Background: an optimization exercise with open tools, aiming at small area, a short achievable clock period and few clock cycles. Do not read the settings as production practice. In this exercise RTL edits were held to simulation tests only and were not proved equivalent to the original. Power is estimated from default activity; no workload was simulated.

<file path="flow/design.v">
module lpt_calc (
    input  wire        clk,
    input  wire        rst,
    input  wire        start,      
    input  wire        go,         
    input  wire [1:0]  op,         
    input  wire        w16,        
    input  wire        wr0,        
    input  wire        wr1,        
    input  wire [31:0] wdata,
    input  wire [31:0] arg1,
    output wire        done,       
    output wire        commit,     
    output wire        wide,       
    output wire        pl_rdy,     
    output wire [30:0] pl_val,
    output reg  [7:0]  fault,      
    output reg  [30:0] res0,       
    output reg  [2:0]  res_sel     
);
    localparam [1:0] S_IDLE = 2'd0, S_RUN = 2'd1, S_DONE = 2'd2;
    localparam [7:0] F_DIV0 = 8'h03, F_CMP = 8'h04, F_COUNT = 8'h05;
    reg  [1:0]  state;
    reg  [1:0]  opr;         
    reg         wide_r;
    reg         early;       
    reg         didgo;       
    reg         stale;       
    reg  [33:0] acc;         
    reg  [31:0] dv;          
    reg  [5:0]  lz0, lz1;    
    reg  [32:0] m;           
    reg  [6:0]  z;           
    reg  [3:0]  cp;          
    reg         ovf;         
    reg         sgn;         
    reg  [4:0]  cnt;         
    reg         ex;          
    reg  [1:0]  fcode;       
    reg  [31:0] fqr;         
    reg  [6:0]  r5;          
    reg  [2:0]  bgc;         
    reg         bgf;         
    wire idle   = (state == S_IDLE);
    wire fin    = (state == S_DONE);
    assign done   = (state == S_RUN && cnt == 5'd1) || (fin && !early);
    assign commit = fin && didgo;
    assign wide   = wide_r;
    wire fq_rdy = (bgc == 3'd0);
    reg  pv, cwait, wr1q;
    reg  gv;                 
    wire pre2  = idle && fq_rdy && gv && !pv && !cwait && !wr1q;
    assign pl_rdy = pv;
    assign pl_val = m[30:0];
    wire [31:0] sh_in = (wr0 || wr1) ? wdata : arg1;
    function [3:0] lzc8;
        input [7:0] x;
        begin
            casez (x)
                8'b1???????: lzc8 = 4'd0;
                8'b01??????: lzc8 = 4'd1;
                8'b001?????: lzc8 = 4'd2;
                8'b0001????: lzc8 = 4'd3;
                8'b00001???: lzc8 = 4'd4;
                8'b000001??: lzc8 = 4'd5;
                8'b0000001?: lzc8 = 4'd6;
                8'b00000001: lzc8 = 4'd7;
                default:     lzc8 = 4'd8;
            endcase
        end
    endfunction
    wire [3:0] lzb3 = lzc8(sh_in[31:24]);
    wire [3:0] lzb2 = lzc8(sh_in[23:16]);
    wire [3:0] lzb1 = lzc8(sh_in[15:8]);
    wire [3:0] lzb0 = lzc8(sh_in[7:0]);
    wire       nz3 = |sh_in[31:24];
    wire       nz2 = |sh_in[23:16];
    wire       nz1 = |sh_in[15:8];
    wire       nz0 = |sh_in[7:0];
    reg  [5:0] lz;
    always @* begin
        if (nz3)      lz = {3'd0, lzb3[2:0]};
        else if (nz2) lz = {3'd1, lzb2[2:0]};
        else if (nz1) lz = {3'd2, lzb1[2:0]};
        else if (nz0) lz = {3'd3, lzb0[2:0]};
        else          lz = 6'd32;
    end
    wire [31:0] sh16 = lz[4] ? {sh_in[15:0], 16'd0} : sh_in;
    wire [31:0] sh8  = lz[3] ? {sh16[23:0], 8'd0}   : sh16;
    wire [31:0] sh4  = lz[2] ? {sh8[27:0], 4'd0}    : sh8;
    wire [31:0] sh2  = lz[1] ? {sh4[29:0], 2'd0}    : sh4;
    wire [31:0] sh_out = lz[0] ? {sh2[30:0], 1'b0} : sh2;
    wire        bg_small = (lz[5:2] >= 4'd6);
    wire [2:0]  bg_cyc   = 3'd6 - lz[4:2];
    function [8:0] d125_8;
        input [7:0] v;
        reg   [7:0] t1, t2;
        begin
            t1 = v - 8'd125;
            t2 = v - 8'd250;
            if (v >= 8'd250)      d125_8 = {2'd2, t2[6:0]};
            else if (v >= 8'd125) d125_8 = {2'd1, t1[6:0]};
            else                  d125_8 = {2'd0, v[6:0]};
        end
    endfunction
    function [7:0] d125;      
        input [6:0] r;
        input       b;
        reg   [7:0] v, t;
        reg         ge;
        begin
            v  = {r, b};
            ge = v[7] | (v[6] & v[5] & v[4] & v[3] & v[2] & (v[1] | v[0]));
            t  = v - 8'd125;
            d125 = ge ? {1'b1, t[6:0]} : {1'b0, v[6:0]};
        end
    endfunction
    wire [8:0]  bp0 = d125_8(fqr[31:24]);
    wire [6:0]  br0 = bgf ? bp0[6:0] : r5;
    wire [3:0]  bb  = bgf ? fqr[23:20] : fqr[31:28];
    wire [7:0]  bs0 = d125(br0,       bb[3]);
    wire [7:0]  bs1 = d125(bs0[6:0],  bb[2]);
    wire [7:0]  bs2 = d125(bs1[6:0],  bb[1]);
    wire [7:0]  bs3 = d125(bs2[6:0],  bb[0]);
    wire [3:0]  bq  = {bs0[7], bs1[7], bs2[7], bs3[7]};
    wire [31:0] fqr_nx = bgf ? {fqr[19:0], 6'd0, bp0[8:7], bq} : {fqr[27:0], bq};
    wire [8:0]  bsm = d125_8(wdata[7:0]);
    wire [25:0] fq = fqr[25:0];
    wire [6:0]  fr = r5;
    wire [15:0] ga = {fr, 9'd0};
    wire [15:0] gb = {5'd0, fr, 4'd0};
    wire [15:0] gc = {9'd0, fr};
    wire [15:0] gd = ~{7'd0, fr, 2'd0};
    wire [15:0] ge = ~{3'd0, fr, 6'd0};
    wire [15:0] gs1 = ga ^ gb ^ gc;
    wire [15:0] gc1 = {((ga & gb) | (ga & gc) | (gb & gc)), 1'b1};    
    wire [15:0] gs2 = gd ^ ge ^ gs1;
    wire [15:0] gc2 = {((gd & ge) | (gd & gs1) | (ge & gs1)), 1'b1};   
    wire [15:0] gs3 = gc1 ^ gs2 ^ gc2;
    wire [15:0] gc3 = {((gc1 & gs2) | (gc1 & gc2) | (gs2 & gc2)), 1'b0};
    wire [15:0] g461 = gs3 + gc3;
    reg  [8:0]  gval;        
    reg  [1:0]  tpad;
    reg  [4:0]  t_rest;      
    reg  [1:0]  tpad_nx;
    reg  [4:0]  trest_nx;
    always @* begin
        if      (lz <= 6'd1)  trest_nx = 5'd10;
        else if (lz <= 6'd4)  trest_nx = 5'd9;
        else if (lz <= 6'd7)  trest_nx = 5'd8;
        else if (lz <= 6'd10) trest_nx = 5'd7;
        else if (lz <= 6'd13) trest_nx = 5'd6;
        else if (lz <= 6'd16) trest_nx = 5'd5;
        else if (lz <= 6'd19) trest_nx = 5'd4;
        else if (lz <= 6'd22) trest_nx = 5'd3;
        else if (lz <= 6'd25) trest_nx = 5'd2;
        else if (lz <= 6'd28) trest_nx = 5'd1;
        else                  trest_nx = 5'd0;
        if      (lz == 6'd2 || lz == 6'd5 || lz == 6'd8 || lz == 6'd11 ||
                 lz == 6'd14 || lz == 6'd17 || lz == 6'd20 || lz == 6'd23 ||
                 lz == 6'd26 || lz == 6'd29)
            tpad_nx = 2'd0;
        else if (lz == 6'd0 || lz == 6'd3 || lz == 6'd6 || lz == 6'd9 ||
                 lz == 6'd12 || lz == 6'd15 || lz == 6'd18 || lz == 6'd21 ||
                 lz == 6'd24 || lz == 6'd27 || lz == 6'd30)
            tpad_nx = 2'd1;
        else
            tpad_nx = 2'd2;
    end
    wire [2:0]  tb = !idle           ? acc[31:29] :
                     (tpad == 2'd2)  ? {2'b00, acc[31]} :
                     (tpad == 2'd1)  ? {1'b0, acc[31:30]} : acc[31:29];
    wire [33:0] acc_t = !idle          ? {acc[30:0], 3'b000} :
                        (tpad == 2'd2) ? {acc[32:0], 1'b0} :
                        (tpad == 2'd1) ? {acc[31:0], 2'b00} : {acc[30:0], 3'b000};
    wire [9:0]  fr3 = {3'd0, fr} + {2'd0, fr, 1'b0};
    wire [9:0]  fr5 = {3'd0, fr} + {1'd0, fr, 2'b0};
    wire [9:0]  fr7 = {fr, 3'b0} - {3'd0, fr};
    reg  [9:0]  dfr;
    always @* begin
        case (tb)
            3'd1: dfr = {3'd0, fr};
            3'd2: dfr = {2'd0, fr, 1'b0};
            3'd3: dfr = fr3;
            3'd4: dfr = {1'd0, fr, 2'b0};
            3'd5: dfr = fr5;
            3'd6: dfr = {fr3[8:0], 1'b0};
            3'd7: dfr = fr7;
            default: dfr = 10'd0;
        endcase
    end
    wire [6:0]  zin = idle ? 7'd0 : z;
    wire [10:0] zv  = {1'b0, zin, 3'b000} + {1'b0, dfr};
    function [11:0] csub;     
        input [10:0] v;
        input [10:0] c;
        reg   [11:0] t;
        begin
            t = {1'b0, v} - {1'b0, c};
            csub = t[11] ? {1'b0, v} : {1'b1, t[10:0]};
        end
    endfunction
    wire [11:0] zd3 = csub(zv, 11'd1000);
    wire [11:0] zd2 = csub(zd3[10:0], 11'd500);
    wire [11:0] zd1 = csub(zd2[10:0], 11'd250);
    wire [11:0] zd0 = csub(zd1[10:0], 11'd125);
    wire [3:0]  cnew = {zd3[11], zd2[11], zd1[11], zd0[11]};
    wire [6:0]  znew = zd0[6:0];
    wire [36:0] o1 = pre2 ? {2'd0, fq, 9'd0} : idle ? 37'd0 : {1'b0, m[32:0], 3'b000};
    wire [36:0] o2 = pre2 ? ~{5'd0, fq, 6'd0} : idle ? 37'd0 : {30'd0, cp, 3'b000};
    wire [36:0] o3 = pre2 ? {10'd0, fq, 1'b0} : tb[2] ? {9'd0, fq, 2'b00} : 37'd0;
    wire [36:0] o4 = (!pre2 && tb[1]) ? {10'd0, fq, 1'b0} : 37'd0;
    wire [36:0] o5 = pre2 ? {28'd0, gval} : tb[0] ? {11'd0, fq} : 37'd0;
    wire [36:0] s1  = o1 ^ o2 ^ o3;
    wire [36:0] c1  = {((o1 & o2) | (o1 & o3) | (o2 & o3)), pre2};
    wire [36:0] s2  = s1 ^ c1 ^ o4;
    wire [36:0] c2  = {((s1 & c1) | (s1 & o4) | (c1 & o4)), 1'b0};
    wire [36:0] ys  = s2 ^ c2 ^ o5;
    wire [36:0] yc  = {((s2 & c2) | (s2 & o5) | (c2 & o5)), 1'b0};
    wire [36:0] ysum = ys + yc;
    wire [33:0] yfin = {1'b0, m} + {30'd0, cp};
    wire [33:0] dvx = {2'b00, dv};
    wire [33:0] p1  = acc + (sgn ? dvx : ~dvx) + {33'd0, !sgn};
    wire        q1  = !p1[33];
    wire [33:0] pp1 = {p1[32:0], 1'b0};
    wire [33:0] p2  = pp1 + (q1 ? ~dvx : dvx) + {33'd0, q1};
    wire        q2  = !p2[33];
    wire [6:0]  t0     = {1'b0, lz0} - {1'b0, lz1};
    wire [6:0]  t0e    = {1'b0, lz0} - {1'b0, lz1};
    wire        a0z    = lz0[5];
    wire        cmp_bad = lz1[5] || t0[6] || (t0 == 7'd0) ||
                          (w16 ? (t0 >= 7'd29) : (t0 >= 7'd21));
    function [7:0] ktab;      
        input [6:0] x;        
        input       w;
        begin
            if (x[6] || x == 7'd0)      ktab = {1'b1, 1'b0, 2'd3, 3'd1, 1'b0};
            else if (!w) begin
                if      (x <= 7'd3)     ktab = {1'b1, 1'b0, 2'd2, 3'd2, 1'b0};
                else if (x <= 7'd5)     ktab = {1'b1, 1'b0, 2'd1, 3'd3, 1'b0};
                else if (x == 7'd6)     ktab = {1'b1, 1'b0, 2'd1, 3'd4, 1'b0};
                else if (x == 7'd7)     ktab = {1'b1, 1'b0, 2'd1, 3'd5, 1'b0};
                else if (x == 7'd8)     ktab = {1'b1, 1'b0, 2'd2, 3'd6, 1'b0};
                else if (x <= 7'd10)    ktab = {1'b1, 1'b1, 2'd0, 3'd7, 1'b0};
                else                    ktab = 8'd0;
            end else begin
                if      (x <= 7'd3)     ktab = {1'b1, 1'b0, 2'd3, 3'd2, 1'b0};
                else if (x <= 7'd6)     ktab = {1'b1, 1'b0, 2'd2, 3'd3, 1'b0};
                else if (x <= 7'd8)     ktab = {1'b1, 1'b0, 2'd2, 3'd4, 1'b0};
                else if (x <= 7'd10)    ktab = {1'b1, 1'b1, 2'd0, 3'd5, 1'b0};
                else                    ktab = 8'd0;
            end
        end
    endfunction
    function [3:0] kval;
        input [2:0] idx;
        input       w;
        begin
            case (idx)
                3'd1: kval = 4'd0;
                3'd2: kval = 4'd3;
                3'd3: kval = w ? 4'd6 : 4'd5;
                3'd4: kval = w ? 4'd8 : 4'd6;
                3'd5: kval = w ? 4'd10 : 4'd7;
                3'd6: kval = 4'd8;
                default: kval = 4'd10;
            endcase
        end
    endfunction
    wire [6:0]  xa  = t0 - (w16 ? 7'd17 : 7'd9);      
    wire [6:0]  xb  = t0 - (w16 ? 7'd18 : 7'd10);     
    wire [7:0]  kta = ktab(xa, w16);
    wire [7:0]  ktb = ktab(xb, w16);
    wire [5:0]  nsa = t0e[5:0] - {2'd0, kval(kta[3:1], w16)};    
    wire [5:0]  nsb = t0e[5:0] - {2'd0, kval(ktb[3:1], w16)};
    wire [4:0]  pra = nsa[5:1] - {4'd0, !nsa[0]};              
    wire [4:0]  prb = nsb[5:1] - {4'd0, !nsb[0]};
    wire        qt0 = q1;                                      
    wire [7:0]  ktc = qt0 ? kta : ktb;
    wire [5:0]  nsc = qt0 ? nsa : nsb;
    wire [4:0]  p_rest = qt0 ? pra : prb;
    wire        p_end  = qt0 ? (pra == 5'd0 || !kta[7]) : (prb == 5'd0 || !ktb[7]);
    reg         klast;
    reg  [1:0]  kdelta;
    reg  [2:0]  kidx;
    wire [17:0] q0  = ex ? m[18:1] : m[17:0];
    wire        fit0 = (q0 != 18'd0) &&
                       (wide_r ? (q0[17] == 1'b0 && (!q0[16] || q0[15:0] == 16'd0))
                             : (q0[17:9] == 9'd0 && (!q0[8] || q0[7:0] == 8'd0)));
    reg  [16:0] q1s;
    always @* begin
        case (kdelta)
            2'd1: q1s = q0[17:1];
            2'd2: q1s = {1'b0, q0[17:2]};
            default: q1s = {2'b0, q0[17:3]};
        endcase
    end
    wire [16:0] qsel = fit0 ? q0[16:0] : q1s;
    wire [16:0] cval = qsel - 17'd1;
    wire        pfound = fit0 || (!klast && q0 != 18'd0);
    wire [2:0]  psel = fit0 ? kidx : (kidx + 3'd1);
    always @* begin
        fault   = 8'd0;
        res0    = 31'd0;
        res_sel = 3'd0;
        case (fcode)
            2'd1: fault = F_DIV0;
            2'd2: fault = F_CMP;
            default: begin
                if (opr == 2'd0) begin
                    if (!pfound) fault = F_CMP;
                    else begin
                        res0    = {14'd0, cval};
                        res_sel = psel;
                    end
                end else begin
                    if (ovf || yfin[33]) fault = F_COUNT;
                    else res0 = yfin[32:2];
                end
            end
        endcase
    end
    always @(posedge clk) begin
        if (rst) begin
            state <= S_IDLE;
            opr   <= 2'd0;
            wide_r <= 1'b0;
            early <= 1'b0;
            didgo <= 1'b0;
            stale <= 1'b0;
            acc   <= 34'd0;
            dv    <= 32'd0;
            lz0   <= 6'd32;
            lz1   <= 6'd32;
            tpad  <= 2'd0;
            t_rest <= 5'd0;
            m     <= 32'd0;
            z     <= 7'd0;
            cp    <= 4'd0;
            ovf   <= 1'b0;
            sgn   <= 1'b0;
            cnt   <= 5'd0;
            ex    <= 1'b0;
            klast <= 1'b0;
            kdelta <= 2'd0;
            kidx  <= 3'd0;
            fcode <= 2'd0;
            fqr   <= 32'd0;
            r5    <= 7'd0;
            bgc   <= 3'd0;
            bgf   <= 1'b0;
            pv    <= 1'b0;
            cwait <= 1'b0;
            wr1q  <= 1'b0;
            gval  <= 9'd0;
            gv    <= 1'b1;
        end else begin
            if (wr0) begin
                dv  <= sh_out;
                lz0 <= lz;
                if (bg_small) begin
                    fqr <= {30'd0, bsm[8:7]};
                    r5  <= bsm[6:0];
                    bgc <= 3'd0;
                end else begin
                    fqr <= sh4;
                    bgc <= bg_cyc;
                end
                bgf <= 1'b1;
            end else if (bgc != 3'd0) begin
                fqr <= fqr_nx;
                r5  <= bs3[6:0];
                bgc <= bgc - 3'd1;
                bgf <= 1'b0;
            end
            if (wr1) begin
                acc <= {2'b00, sh_out};
                lz1 <= lz;
                tpad   <= tpad_nx;
                t_rest <= trest_nx;
            end
            if (wr1 || ((fin || idle) && !wr0))
                stale <= 1'b0;
            if ((fin || idle) && stale && !wr0 && !wr1)
                acc <= {2'b00, sh_out};
            cwait <= idle && start && go && (op == 2'd1) && !fq_rdy;
            wr1q  <= wr1;
            gval  <= g461[15:7];
            gv    <= !wr0 && (bgc == 3'd0);
            if (wr0 || !idle) begin
                pv <= 1'b0;
            end else if (pre2) begin
                m  <= {2'b0, ysum[30:0]};
                pv <= 1'b1;
            end
            case (state)
                S_IDLE: begin
                    if (start && !stale) begin
                        opr   <= op;
                        wide_r <= w16;
                        fcode <= 2'd0;
                        early <= 1'b0;
                        didgo <= go;
                        if (!go) begin
                            state <= S_DONE;
                        end else if (op == 2'd0) begin
                            if (a0z) begin
                                fcode <= 2'd1;
                                state <= S_DONE;
                            end else if (cmp_bad) begin
                                fcode <= 2'd2;
                                state <= S_DONE;
                            end else begin
                                acc <= {p2[32:0], 1'b0};
                                stale <= 1'b1;
                                sgn <= !q2;
                                m   <= {30'd0, q1, q2};
                                cnt <= p_rest;
                                ex  <= nsc[0];
                                klast  <= ktc[6];
                                kdelta <= ktc[5:4];
                                kidx   <= ktc[3:1];
                                if (!ktc[7])
                                    fcode <= 2'd2;
                                state <= p_end ? S_DONE : S_RUN;
                            end
                        end else if (fq_rdy && !pre2) begin
                            acc <= acc_t;
                            stale <= 1'b1;
                            z   <= znew;
                            cp  <= cnew;
                            m   <= ysum[32:0];
                            ovf <= (ysum[36:33] != 4'd0);
                            cnt <= t_rest;
                            state <= (t_rest == 5'd0) ? S_DONE : S_RUN;
                        end
                    end
                end
                S_RUN: begin
                    cnt <= cnt - 5'd1;
                    if (cnt == 5'd1) begin
                        state <= S_DONE;
                        early <= 1'b1;
                    end
                    if (opr == 2'd0) begin
                        acc <= {p2[32:0], 1'b0};
                        sgn <= !q2;
                        m   <= {m[29:0], q1, q2};
                    end else begin
                        acc <= acc_t;
                        z   <= znew;
                        cp  <= cnew;
                        m   <= ysum[32:0];
                        ovf <= ovf || (ysum[36:33] != 4'd0);
                    end
                end
                S_DONE: begin
                    state <= S_IDLE;
                    m     <= 32'd0;
                    z     <= 7'd0;
                    cp    <= 4'd0;
                    ovf   <= 1'b0;
                    sgn   <= 1'b0;
                end
                default: state <= S_IDLE;
            endcase
        end
    end
endmodule
module lpt #(
    parameter integer CPU_CLOCK_HZ = 16000000
) (
    input  wire        clk,
    input  wire        rst,        
    input  wire        req,
    input  wire        we,
    input  wire [7:0]  addr,
    input  wire [1:0]  size,       
    input  wire [31:0] wdata,
    output wire        ready,
    output reg  [31:0] rdata,
    output wire [19:0] line
);
    localparam integer NLINES = 20;
    localparam [3:0] F_ILLEGAL = 4'h1, F_ACCESS = 4'h2, F_COUNT  = 4'h5,
                     F_PIN     = 4'h6, F_NOTCFG = 4'h7, F_NOCH   = 4'h8;
    localparam integer CMP2_Q  = CPU_CLOCK_HZ / (57600 * 2);
    localparam integer CMP1_Q  = CPU_CLOCK_HZ / (1800 * 2);
    localparam integer CMP2_C  = CMP2_Q - 1;
    localparam integer CMP1_C  = CMP1_Q - 1;
    localparam [7:0]   CMP2_V  = CMP2_C[7:0];
    localparam [15:0]  CMP1_V  = CMP1_C[15:0];
    localparam [12:0]  TCOUNT_V   = 13'd5760;    
    localparam [5:0]   GATE_CYCLE = 6'd32;
    localparam [31:0]  PLAYS_MAX  = 32'd596523236;
    reg [31:0] arg0, arg1;
    reg [30:0] res0;            
    reg [2:0]  rsel;            
    reg        rwide;           
    reg [3:0]  fault;
    reg [1:0]  active_ch;
    reg        cfg1, ie1, ocr1_on;
    reg [4:0]  pin1;
    reg [12:0] tcnt1;
    reg [31:0] budget1;
    reg        cfg2, ie2, ocr2_on;
    reg [4:0]  pin2;
    reg [7:0]  tcnt2;
    reg [12:0] budget2;
    reg [5:0]  gate;
    reg        sig_on;
    reg [NLINES-1:0] level;    
    assign line = level;
    wire [15:0] ocr1 = ocr1_on ? CMP1_V : 16'd0;
    wire [7:0]  ocr2 = ocr2_on ? CMP2_V : 8'd0;
    wire bad_shape = (size != 2'b10) || (addr[1:0] != 2'b00) || (addr >= 8'h3C);
    wire wr_ok_reg = (addr == 8'h00) || (addr == 8'h04) || (addr == 8'h08);
    wire bad_acc   = bad_shape || (we && !wr_ok_reg);
    wire [31:0] cmd = wdata;
    wire is_calcp  = ((cmd & 32'hFFFFFFEF) == 32'h1);
    wire is_calct  = (cmd == 32'h2);
    wire is_cfgc   = ((cmd & 32'hFFFF00FF) == 32'h3);
    wire is_cfgs   = ((cmd & 32'hFFFF00FF) == 32'h4);
    wire is_playc  = (cmd == 32'h5);
    wire is_plays  = (cmd == 32'h6);
    wire is_playsi = (cmd == 32'h7);
    wire is_stop   = (cmd == 32'h8);
    wire is_isplay = (cmd == 32'h9);
    wire [7:0] cmd_pin = cmd[15:8];
    wire plays_big  = (arg0 >= PLAYS_MAX);
    wire plays_calc = cfg1 && !plays_big && (arg0 != 32'd0);
    wire long_cmd  = (fault == 4'd0) && (is_calcp || is_calct);
    wire cmd_bus   = we && (addr == 8'h00) && (size == 2'b10);
    wire may_long  = cmd_bus && ((wdata[3:0] == 4'h1) || (wdata[3:0] == 4'h2));
    wire may_pl    = cmd_bus && (wdata[3:0] == 4'h6);
    wire        calc_done;
    wire        calc_commit;
    wire        calc_wide;
    wire [7:0]  calc_fault;
    wire [30:0] calc_res0;
    wire [2:0]  calc_sel;
    wire        calc_pl_rdy;
    wire [30:0] calc_pl_val;
    assign ready = (!may_long || calc_done) && (!may_pl || calc_pl_rdy);
    wire   fire  = req && ready;
    wire wr_arg0 = fire && we && !bad_acc && (addr[3:2] == 2'd1);
    wire wr_arg1 = fire && we && !bad_acc && (addr[3:2] == 2'd2);
    lpt_calc u_calc (
        .clk      (clk),
        .rst      (rst),
        .start    (req && may_long),
        .go       (long_cmd),
        .op       (is_calcp ? 2'd0 : 2'd1),
        .w16      (cmd[4]),
        .wr0      (wr_arg0),
        .wr1      (wr_arg1),
        .wdata    (wdata),
        .arg1     (arg1),
        .done     (calc_done),
        .commit   (calc_commit),
        .wide     (calc_wide),
        .pl_rdy   (calc_pl_rdy),
        .pl_val   (calc_pl_val),
        .fault    (calc_fault),
        .res0     (calc_res0),
        .res_sel  (calc_sel)
    );
    wire        c_flt   = calc_commit && (calc_fault != 8'd0);
    wire        c_res   = calc_commit && (calc_fault == 8'd0);
    wire [3:0]  fault_c = (c_flt && fault == 4'd0) ? calc_fault[3:0] : fault;
    wire [30:0] res0_c  = c_res ? calc_res0 : res0;
    wire [2:0]  rsel_c  = c_res ? calc_sel  : rsel;
    wire        rwide_c = c_res ? calc_wide : rwide;
    reg [15:0] rp;
    always @* begin
        case (rsel_c)
            3'd1: rp = 16'd1;
            3'd2: rp = 16'd8;
            3'd3: rp = rwide_c ? 16'd64   : 16'd32;
            3'd4: rp = rwide_c ? 16'd256  : 16'd64;
            3'd5: rp = rwide_c ? 16'd1024 : 16'd128;
            3'd6: rp = 16'd256;
            3'd7: rp = 16'd1024;
            default: rp = 16'd0;
        endcase
    end
    always @* begin
        rdata = 32'd0;
        if (!bad_acc && !we) begin
            case (addr[5:2])
                4'h1: rdata = arg0;
                4'h2: rdata = arg1;
                4'h3: rdata = {1'b0, res0_c};
                4'h4: rdata = {rp, 8'd0, 5'd0, rsel_c};
                4'h5: rdata = {22'd0, cfg2, cfg1, (fault_c != 4'd0), sig_on,
                               active_ch, cfg2, cfg1, ie2, ie1};
                4'h6: rdata = {28'd0, fault_c};
                4'h7: rdata = {3'd0, pin1, 7'd0, cfg1, ocr1};
                4'h8: rdata = {3'd0, pin2, 7'd0, cfg2, 8'd0, ocr2};
                4'h9: rdata = {16'd0, cfg1 ? CMP1_V : 16'd0};
                4'hA: rdata = {24'd0, cfg2 ? CMP2_V : 8'd0};
                4'hB: rdata = {19'd0, cfg2 ? TCOUNT_V : 13'd0};
                4'hC: rdata = budget1;
                4'hD: rdata = {19'd0, budget2};
                4'hE: rdata = {26'd0, gate};
                default: rdata = 32'd0;
            endcase
        end
    end
    reg [31:0] n_arg0, n_arg1;
    reg [30:0] n_res0;
    reg [2:0]  n_rsel;
    reg        n_rwide;
    reg [3:0]  n_fault;
    reg [1:0]  n_active;
    reg        n_cfg1, n_ie1, n_ocr1_on;
    reg [4:0]  n_pin1;
    reg [12:0] n_tcnt1;
    reg [31:0] n_budget1;
    reg        n_cfg2, n_ie2, n_ocr2_on;
    reg [4:0]  n_pin2;
    reg [7:0]  n_tcnt2;
    reg [12:0] n_budget2;
    reg [5:0]  n_gate;
    reg        n_sig;
    reg [NLINES-1:0] n_level;
    reg        a1_tog, a1_clr, a2_tog, a2_clr, s1_clr, s2_clr;
    reg        ev1, ev2;
    reg [3:0]  hfault;
    always @* begin
        n_arg0 = arg0;   n_arg1 = arg1;   n_res0 = res0_c;
        n_rsel = rsel_c; n_rwide = rwide_c;
        n_fault = fault_c; n_active = active_ch;
        n_cfg1 = cfg1; n_ie1 = ie1; n_ocr1_on = ocr1_on; n_pin1 = pin1;
        n_budget1 = budget1;
        n_cfg2 = cfg2; n_ie2 = ie2; n_ocr2_on = ocr2_on; n_pin2 = pin2;
        n_budget2 = budget2;
        n_gate = gate; n_sig = sig_on;
        a1_tog = 1'b0; a1_clr = 1'b0; a2_tog = 1'b0; a2_clr = 1'b0;
        s1_clr = 1'b0; s2_clr = 1'b0;
        hfault = 4'd0;
        ev1 = 1'b0;
        n_tcnt1 = tcnt1;
        if (cfg1) begin
            if (tcnt1 == ocr1[12:0]) begin
                ev1 = 1'b1;
                n_tcnt1 = 13'd0;
            end else begin
                n_tcnt1 = tcnt1 + 13'd1;
            end
        end
        ev2 = 1'b0;
        n_tcnt2 = tcnt2;
        if (cfg2) begin
            if (tcnt2 == ocr2) begin
                ev2 = 1'b1;
                n_tcnt2 = 8'd0;
            end else begin
                n_tcnt2 = tcnt2 + 8'd1;
            end
        end
        if (ev1 && ie1) begin
            if (budget1 != 32'd0) begin
                a1_tog = 1'b1;
                if (!budget1[31])
                    n_budget1 = budget1 - 32'd1;
            end else begin
                n_ie1 = 1'b0;
                a1_clr = 1'b1;
            end
        end
        if (ev2 && ie2) begin
            if (gate != 6'd0) begin
                if (sig_on)
                    a2_tog = 1'b1;
                n_budget2 = budget2 - 13'd1;
                if (budget2 == 13'd1) begin
                    n_ie2 = 1'b0;
                    a2_clr = 1'b1;
                end
                n_gate = gate - 6'd1;
            end else begin
                n_gate = GATE_CYCLE;
                n_budget2 = budget2 - 13'd1;
                n_sig = ~sig_on;
                if (!sig_on)
                    a2_tog = 1'b1;
                else
                    a2_clr = 1'b1;
            end
        end
        if (fire) begin
            if (bad_acc) begin
                hfault = F_ACCESS;
            end else if (we) begin
                case (addr[3:2])
                    2'd1: n_arg0 = wdata;
                    2'd2: n_arg1 = wdata;
                    2'd0: begin
                        if (fault_c == 4'd0) begin
                            if (is_calcp || is_calct) begin
                            end else if (is_cfgc) begin
                                if (cmd_pin >= 8'd20) begin
                                    hfault = F_PIN;
                                end else begin
                                    n_pin2    = cmd_pin[4:0];
                                    n_cfg2    = 1'b1;
                                    n_active  = 2'd2;
                                end
                            end else if (is_cfgs) begin
                                if (cmd_pin >= 8'd20) begin
                                    hfault = F_PIN;
                                end else begin
                                    n_pin1    = cmd_pin[4:0];
                                    n_cfg1    = 1'b1;
                                    n_active  = 2'd1;
                                end
                            end else if (is_playc) begin
                                if (!cfg2) begin
                                    hfault = F_NOTCFG;
                                end else begin
                                    n_ocr2_on = 1'b1;
                                    n_budget2 = TCOUNT_V;
                                    n_gate    = GATE_CYCLE;
                                    n_sig     = 1'b1;
                                    n_ie2     = 1'b1;
                                end
                            end else if (is_plays) begin
                                if (!cfg1) begin
                                    hfault = F_NOTCFG;
                                end else if (plays_big) begin
                                    hfault = F_COUNT;
                                end else begin
                                    n_ocr1_on = 1'b1;
                                    n_budget1 = {1'b0, plays_calc ? calc_pl_val : 31'd0};
                                    n_ie1     = 1'b1;
                                end
                            end else if (is_playsi) begin
                                if (!cfg1) begin
                                    hfault = F_NOTCFG;
                                end else begin
                                    n_ocr1_on = 1'b1;
                                    n_budget1 = 32'hFFFFFFFF;
                                    n_ie1     = 1'b1;
                                end
                            end else if (is_stop) begin
                                if (active_ch == 2'd0) begin
                                    hfault = F_NOCH;
                                end else if (active_ch == 2'd1) begin
                                    n_ie1 = 1'b0;
                                    s1_clr = 1'b1;
                                end else begin
                                    n_ie2 = 1'b0;
                                    s2_clr = 1'b1;
                                end
                            end else if (is_isplay) begin
                                if (active_ch == 2'd0)
                                    hfault = F_NOCH;
                                else
                                    n_res0 = {30'd0, (active_ch == 2'd1) ? n_ie1 : n_ie2};
                            end else begin
                                hfault = F_ILLEGAL;
                            end
                        end
                    end
                    default: ;
                endcase
            end
            if (fault_c == 4'd0)
                n_fault = hfault;
        end
    end
    integer ln;
    reg     lx;
    always @* begin
        for (ln = 0; ln < NLINES; ln = ln + 1) begin
            lx = level[ln];
            if (pin1 == ln)
                lx = a1_clr ? 1'b0 : (lx ^ a1_tog);
            if (pin2 == ln)
                lx = a2_clr ? 1'b0 : (lx ^ a2_tog);
            if (((pin1 == ln) && s1_clr) || ((pin2 == ln) && s2_clr))
                lx = 1'b0;
            n_level[ln] = lx;
        end
    end
    always @(posedge clk) begin
        if (rst) begin
            arg0 <= 32'd0; arg1 <= 32'd0; res0 <= 31'd0; rsel <= 3'd0; rwide <= 1'b0;
            fault <= 4'd0; active_ch <= 2'd0;
            cfg1 <= 1'b0; ie1 <= 1'b0; ocr1_on <= 1'b0; pin1 <= 5'd0;
            tcnt1 <= 13'd0; budget1 <= 32'd0;
            cfg2 <= 1'b0; ie2 <= 1'b0; ocr2_on <= 1'b0; pin2 <= 5'd0;
            tcnt2 <= 8'd0; budget2 <= 13'd0;
            gate <= 6'd0; sig_on <= 1'b0;
        end else begin
            level <= n_level;
            arg0 <= n_arg0; arg1 <= n_arg1; res0 <= n_res0; rsel <= n_rsel; rwide <= n_rwide;
            fault <= n_fault; active_ch <= n_active;
            cfg1 <= n_cfg1; ie1 <= n_ie1; ocr1_on <= n_ocr1_on; pin1 <= n_pin1;
            tcnt1 <= n_tcnt1; budget1 <= n_budget1;
            cfg2 <= n_cfg2; ie2 <= n_ie2; ocr2_on <= n_ocr2_on; pin2 <= n_pin2;
            tcnt2 <= n_tcnt2; budget2 <= n_budget2;
            gate <= n_gate; sig_on <= n_sig;
        end
    end
endmodule
</file>
<file path="flow/run.sh">
#!/bin/bash
# synth_recipe.tcl (not shown) runs the flow's synth.tcl, then flattens the netlist and writes it again
# the make line also repeats each setting of config.mk as NAME=value (left out here)
make -C /OpenROAD-flow-scripts/flow DESIGN_CONFIG=/design/flow/config.mk WORK_HOME=/design/flow/orfs CLKGATE_MAP_FILE= SYNTH_SCRIPT=/design/flow/synth_recipe.tcl finish
</file>
<file path="flow/config.mk">
export PLATFORM = sky130hd
export DESIGN_NAME = lpt
export DESIGN_NICKNAME = lpt
export VERILOG_FILES = /design/flow/design.v
export SDC_FILE = /design/flow/constraint.sdc
export NUM_CORES = 4
export LEC_CHECK = 0
export CAP_MARGIN = 20
export CORE_MARGIN = 2
export CORE_UTILIZATION = 50
export PLACE_DENSITY = 0.65
export SETUP_SLACK_MARGIN = 2.5
export SLEW_MARGIN = 20
</file>
<file path="flow/constraint.sdc">
create_clock -name core_clock -period 10.0 [get_ports {clk}]
set_input_delay 2.0000 -clock core_clock [delete_from_list [all_inputs] [get_ports {clk}]]
set_output_delay 2.0000 -clock core_clock [all_outputs]
set_load 0.01 [all_outputs]
</file>
==> run summary <==
==> cell type report <==
| type | count | area [sq um] | share of cell area |
|---|---|---|---|
| multi-input cells | 5078 | 34390 | 0.6859 |
| flip-flops and latches | 421 | 8652 | 0.1726 |
| repair buffers | 307 | 2801 | 0.05588 |
| clock buffers | 70 | 1481 | 0.02955 |
| well taps | 1165 | 1458 | 0.02907 |
| inverters | 279 | 1061 | 0.02116 |
| clock inverters | 23 | 292.8 | 0.005840 |
| diodes | 1 | 2.502 | 0.00004991 |
==> worst paths after layout <==
kind,from,endpoint,slack (ns),depth (start not counted)
hold reg to reg,u_calc.lz1[4]$_SDFFE_PP0P_,u_calc.lz1[4]$_SDFFE_PP0P_,0.47,2
setup / recovery,u_calc.m[1]$_SDFF_PP0_,rdata[7],2.59,19
hold / removal,u_calc.lz1[4]$_SDFFE_PP0P_,u_calc.lz1[4]$_SDFFE_PP0P_,0.47,2
setup reg to reg,u_calc.sgn$_SDFFE_PP0P_,u_calc.m[0]$_SDFF_PP0_,2.68,33
==> kinds of logic after synthesis <==
kind of cell	Yosys count	share of synthesized area
xor gates and xnor gates	354	0.07106
adders and majority gates	362	0.1174
muxes	237	0.05567
other	1	0.00008482
AOI/OAI and AO/OA	1800	0.2636
and+or+nand+nor	2319	0.2391
DFF	421	0.1952
buffers and inverters	674	0.05787
==> stage by stage <==
| step | std cells | hold WS (ns) |
|---|---|---|
| final | 7344 | 0.4694 |
| after global routing | 7343 | 0.4976 |
| after CTS | 7284 | 0.4661 |
| after detailed placement | 7152 | 0.4505 |
| after global placement | 7151 | 0.4450 |
| after floorplan | 6168 | 0.4173 |
==> layer usage <==
| layer | vias to the layer above | GRT usage | part of all wire |
|---|---|---|---|
| li1 | 22160 | - | - |
| met4 | 16 | 0.1738 | 0.055 |
| met5 | - | 0 | 0.00071 |
| met1 | 23090 | 0.5211 | 0.41 |
| met2 | 2545 | 0.5943 | 0.43 |
| met3 | 532 | 0.07658 | 0.10 |
==> state kept, by name (all words and copies together), names as in the netlist, 5 cells and up <==
| name | cells |
|---|---|
| arg0 | 32 |
| arg1 | 32 |
| budget1 | 32 |
| budget2 | 13 |
| gate | 6 |
| level | 20 |
| pin1 | 5 |
| pin2 | 5 |
| res0 | 31 |
| tcnt1 | 13 |
| tcnt2 | 8 |
| u_calc.acc | 34 |
| u_calc.cnt | 5 |
| u_calc.dv | 32 |
| u_calc.fqr | 32 |
| u_calc.gval | 9 |
| u_calc.lz0 | 6 |
| u_calc.lz1 | 6 |
| u_calc.m | 33 |
| u_calc.r5 | 7 |
| u_calc.z | 7 |
==> cell usage after synthesis, types with 37 or more instances <==
cell        n
o221ai_1   39
a211oi_1   78
or3_1      46
and2_1     37
o22ai_1    54
a22oi_1    81
nor2_1    671
a21oi_1   578
mux2_2     57
a21o_1     67
nor3_1    228
nor2b_1    82
fa_1       89
buf_1      47
o21ai_0   346
dfxtp_1   401
mux2i_1   178
clkbuf_1  330
nand3_1   131
and3_1     43
xnor2_1   253
xor2_1     98
nand2_1   781
nor4_1     66
o21a_1     40
nand2b_1   86
a31oi_1    80
nand4_1    53
inv_1     273
a221oi_1   82
ha_1      271
==> report_power, final <==
group / total, uW / leakage, uW / switching, uW / internal, uW
Sequential: 2240 / 0.00340 / 387 / 1850
Combinational: 9240 / 0.0147 / 5610 / 3620
Clock: 2000 / 0.000864 / 867 / 1130
==> tightest hold or removal path, delay by kind of cell, from the launching register on <==
kind               cells  cell delay [ns]
and+or+nand+nor        1             0.05
DFF                    1             0.31
AOI/OAI and AO/OA      1             0.06
==> what timing repair did <==
item / 4_1_cts / 5_1_grt
setup endpoints to repair: 168 / 113
gates cloned: 4 / 5
resized for setup: 113 / 176
pin swaps: 28 / 64
buffers inserted: 35 / 54
==> reports/metrics.csv <==
metric,value,unit
antenna_found_initial,8,
status,"complete, no violations",
worstPathMaxFanout,9,
wl_per_cell,24.91,microns
synthDominantCellAreaShare,0.1816,
maxSlewViolCount,0,
clk_pin_slew,0.06,ns
fin_area,50130,sq um
hpwlAfterDp,137.1,mm
via_count,48340,
cts.sinks,421,
worstPathCellList,ha_1 -> a31oi_1 -> o21bai_1 -> a21oi_2 -> nor4_2 -> buf_4 -> nand4_1 -> nor4_4 -> nand4_1 -> nor4_2 -> buf_4 -> a31oi_4 -> nand3_4 -> buf_4 -> a221oi_1 -> nor3_2 -> a211oi_1 -> nor2_1 -> clkdlybuf4s50_1,
n_fill_cell,8523,
grt_max_degree,95,
cp-start-kind,register,
htree_levels,2,
cpMaxStageDelayCell,a221oi_1,
grt_pass1_wl,272.3,mm
fin_crit,7.410,ns
final_common_cell,nand2_1,
slew_headroom,0.1795,
cts_tree,done,
cap_viol_max_count,0,
tns,0,ns
die-height,301.4,microns
io_buffers,98,
critPathBufInv,4,
clk_latency,0.66,ns
area_delta_synth_final,13.39,%
async_flop_share,0,
rsz0062_at_grt,yes,
drtIter0Drc,6011,
power.density,268.6,nW/um^2
synth_edf_count,20,
max_freq,0.1350,GHz
syn_inst,6168,
crit_type,reg2out,
hp-class,reg2reg,
start_util,0.5026,
crit_top_cell,buf_4,
track_usage,0.3862,
finalWirelength,183.0,mm
yosysSeqAreaShare,0.1952,
fp.dieW,301.4,microns
ys.flop_type,dfxtp_1,
fin_nets,6545,
cts_made_buffers,52,
setup_slack,2.590,ns
avgSynthCellArea,7.168,sq um
dr.pass1.iters,9,
std_cell_rows,109,
via_per_inst,6.583,
ant_nets,0,
hold_buffers,0,
arrival,5.41,ns
fin_util,0.5699,
cp_data_required_time,8.00,ns
synth_fp_nets,6574,
clock_path_buffers,3,
cpPeakStageDelay,0.55,ns
critPathCaptureType,primary output,
core-area,87970,sq um
placed_area,46260,sq um
yosysTopAreaCell,dfxtp_1,
ys_ff_latch,421,
worst-slew-pin-transition,1.223,ns
post-route-drc-count,0,
pre_cts_ws,0.8537,ns
power,13470,uW
vdd_drop_max,0.2654,mV
final.setup_skew,0.04983,ns
p_leak,0.01897,uW
setup_viol,0,
synth_cell_types,100,
final-hold-violation-count,0,
crit_family,compound AO/OA/AOI/OAI gates,
ys_warn_count,2,
root_buffer,clkbuf_16,
yosys-top-cells-area,"dfxtp_1, ha_1, nand2_1, a21oi_1, nor2_1",
layout-drive-gt1-share,0.09938,
layout_common_cells,"nand2_1, nor2_1, a21oi_1, dfxtp_1, o21ai_0",
grt_pass1_vias,43810,
dieArea,90820,sq um
routabilityCongestion,1.032,
io_pins,99,
syn-cell-area,44210,sq um
grt.overflow.total,0,
min_period_over_period,0.7410,
Testbench counts, summed over its fixed seeds: cycles 3,309.

-- what the ideal ports hide --
In the flow no input, the clock included, has a driving cell. The finished layout below was timed again as built, in two steps. Step 1 sets driving cells, clkbuf_16 on the clock port and buf_2 on the other inputs (assumed; they add their load-dependent delay and slew). Step 2 adds t to the input delays and takes it off the output delays; t is the mean of the earliest and latest rising clock arrival at the registers after step 1. Input paths then give back, and output paths get back, about the clock's delay inside the block. Slacks: no drivers / after step 1 / after step 2; pairs: no drivers / after step 1.
t (ns): 0.716
slack for setup (ns): 2.590 / 2.515 / 2.071
worst setup path after step 2: input to register
latest minus earliest clock arrival (ns): 0.054 / 0.053
worst slew at a driven data input, ns: 0.14
After both steps setup and hold are still met in this run. The setup slack of this run moves by -0.075 ns with the drivers and by -0.519 ns with both steps.
